From an optimization exercise on the open Yosys and OpenROAD flow, aimed at small area; shortcuts taken in it are not production practice.
In this exercise RTL edits were held to simulation tests only and were not proved equivalent to the original.
The flow treats the clock pin as an ideal source, which a real chip does not have.
Power figures rest on the tool's default switching activity, not on a simulated workload.

run a:
// uniloader_jtag
module uniloader_jtag (
    input  wire        clk,
    input  wire        rst,
    input  wire        req_valid,
    input  wire [23:0] req_word,
    output wire        req_ready,
    output reg         rsp_valid,
    output wire        rsp_err,
    output wire [31:0] rsp_data,
    output reg  [3:0]  tap_state,
    output reg         tap_known,
    output reg         tck,
    output reg         tms,
    output reg         tdi,
    input  wire        tdo
);
Size: roughly 460 cells after synthesis, about 3500 um2 of cells after synthesis.
==> flow/config.mk <==
export PLATFORM = sky130hd
export DESIGN_NAME = uniloader_jtag
export DESIGN_NICKNAME = uniloader_jtag
export VERILOG_FILES = /design/flow/design.v
export SDC_FILE = /design/flow/constraint.sdc
export NUM_CORES = 4
export LEC_CHECK = 0
export ABC_AREA = 1
export CAP_MARGIN = 20
export CORE_MARGIN = 2
export CORE_UTILIZATION = 40
export CTS_BUF_LIST = sky130_fd_sc_hd__clkbuf_4
export CTS_CLUSTER_SIZE = 20
export PLACE_DENSITY = 0.6
export SLEW_MARGIN = 20
==> flow/constraint.sdc <==
create_clock -name core_clock -period 8.0 [get_ports {clk}]
set_input_delay 1.6000 -clock core_clock [delete_from_list [all_inputs] [get_ports {clk}]]
set_output_delay 1.6000 -clock core_clock [all_outputs]
set_load 0.01 [all_outputs]
standard.sh (not shown) runs the stock make flow with config.mk's settings and CLKGATE_MAP_FILE= SYNTH_SCRIPT=/design/flow/synth_recipe.tcl, a recipe that flattens the netlist after the stock synthesis.
==> flow/flow/run.sh <==
#!/bin/bash
# Own layout flow: the standard synthesis, then the combinational logic of
# its netlist re-mapped for area with a stronger ABC script (registers kept as
# they are, same cells and names; four ABC scripts, the smallest result kept),
# then the standard layout steps, with small port buffers and a clock
# tree without dummy loads whose largest leaf buffers get a stronger cell
# (cts_post.tcl).
set -euo pipefail
W=$PWD
R=$W/orfs/results/$FLOW_PLATFORM/uniloader_jtag/base
YOSYS=yosys
if [[ -x $FLOW_HOME/../tools/install/yosys/bin/yosys ]]; then YOSYS=$FLOW_HOME/../tools/install/yosys/bin/yosys; fi
LIB=$FLOW_HOME/platforms/$FLOW_PLATFORM/lib/sky130_fd_sc_hd__tt_025C_1v80.lib

# 1. standard synthesis
bash standard.sh synth > $W/1_synth.log 2>&1
cp $R/1_2_yosys.v $W/1_2_yosys_standard.v

# 2. area re-mapping of the combinational logic, four scripts in parallel
for S in 0 1 2 3; do
  LIB=$LIB IN_V=$W/1_2_yosys_standard.v TOP=$FLOW_TOP ABC_SCRIPT=$W/flow/opt_$S.abc \
  OUT_V=$W/remap_$S.v OUT_STAT=$W/remap_stat_$S.txt \
    $YOSYS -c $W/flow/reabc.tcl > $W/2_remap_$S.log 2>&1 &
done
wait
best=""; besta=""
for S in 0 1 2 3; do
  a=$(grep "Chip area" $W/remap_stat_$S.txt | awk '{print $NF}' || true)
  [[ -n "$a" ]] || continue
  if [[ -z "$besta" ]] || awk "BEGIN{exit !($a < $besta)}"; then best=$S; besta=$a; fi
done
echo "remap areas: $(grep -h 'Chip area' $W/remap_stat_*.txt | awk '{print $NF}' | tr '\n' ' '); kept seed $best ($besta)" > $W/2_remap_choice.log
cp $W/remap_$best.v $R/1_2_yosys.v
touch $R/1_2_yosys.v

# 3. layout
export BUFFER_PORTS_ARGS="-buffer_cell sky130_fd_sc_hd__buf_1"
export CTS_ARGS="-sink_clustering_enable -repair_clock_nets -dont_use_dummy_load -buf_list sky130_fd_sc_hd__clkbuf_4 -sink_clustering_size 20"
export POST_CTS_TCL=$W/flow/cts_post.tcl
export LEAF_CLKBUF_BIG=sky130_fd_sc_hd__clkbuf_8
export LEAF_CLKBUF_MAX_FANOUT=8
bash standard.sh > $W/3_layout.log 2>&1
Other scripts of this flow, unchanged in this note and not shown: flow/flow/cts_post.tcl, flow/flow/opt_0.abc, flow/flow/opt_1.abc, flow/flow/opt_2.abc, flow/flow/opt_3.abc, flow/flow/reabc.tcl
What run b does differently from run a at the input level:
--- a/flow/design.v
+++ b/flow/design.v
@@ -230,17 +230,12 @@
             tck       <= 1'b1;
             tap_known <= 1'b0;
             tap_state <= S_RESET;
             pdone     <= 1'b0;
             s         <= 5'd0;
             rsub      <= R_ROT;
-            op        <= 4'h0;
-            m         <= 3'd0;
-            ph        <= 2'd0;
-            f0        <= 1'b0;
-            q[15:0]   <= 16'd0;
         end else if (!busy) begin
             if (req_valid) begin
                 busy     <= 1'b1;
                 op       <= w_opi;
                 f0       <= req_word[16];
                 {rsub, bor} <= req_word[10:8];    
Notes after the runs:
Run b finished end to end and its layout was clean on timing, DRC and antenna. Run a reached the end of the flow, and the finished layout is clean on the timing, DRC and antenna checks. In run b relative to run a, synthesized area had gone up slightly. Number of standard cells in the final layout excluding fillers, run a and run b: lower on run b. Looking only at critical path data required time, and setting everything else aside, the higher value of run a and run b goes to run a. edfxtp_1 as the critical path's slowest cell was reported by run b, and nor2_1 by run a. Run b: die area higher than run a. Looking at clock power across both flows, run b is the weaker of the two, with run a ahead. Taking run a as the reference, in run b routed wire length has decreased; final worst hold slack has increased; clock network fraction of total power went up by 4.8 points; maximum resistive drop on vdd decreased by about 24% relative to the old numbers.

-- static timing again, ports no longer ideal --
Ports are ideal in the flow. The routed layouts listed here were re-timed in OpenROAD. Step 1 assumes that a clkbuf_16 drives the clock port and a buf_2 every other input. Step 2 also shifts input and output timing later by t, the mid clock arrival at the registers, as if the neighbouring blocks saw the same clock. a / b / c = ideal / step 1 / step 2; a / b = the first two.
| run | t (ns) | slack for setup (ns) | worst setup path after step 2 | worst slew at a driven data input, ns | cell pins on the clock port's net |
|---|---|---|---|---|---|
| run a | 0.411 | 2.962 / 2.962 / 2.962 | register to register | 0.03 | 1 |
| run b | 0.444 | 3.631 / 3.631 / 3.631 | register to register | 0.04 | 1 |
After both steps every run listed still meets setup and hold.
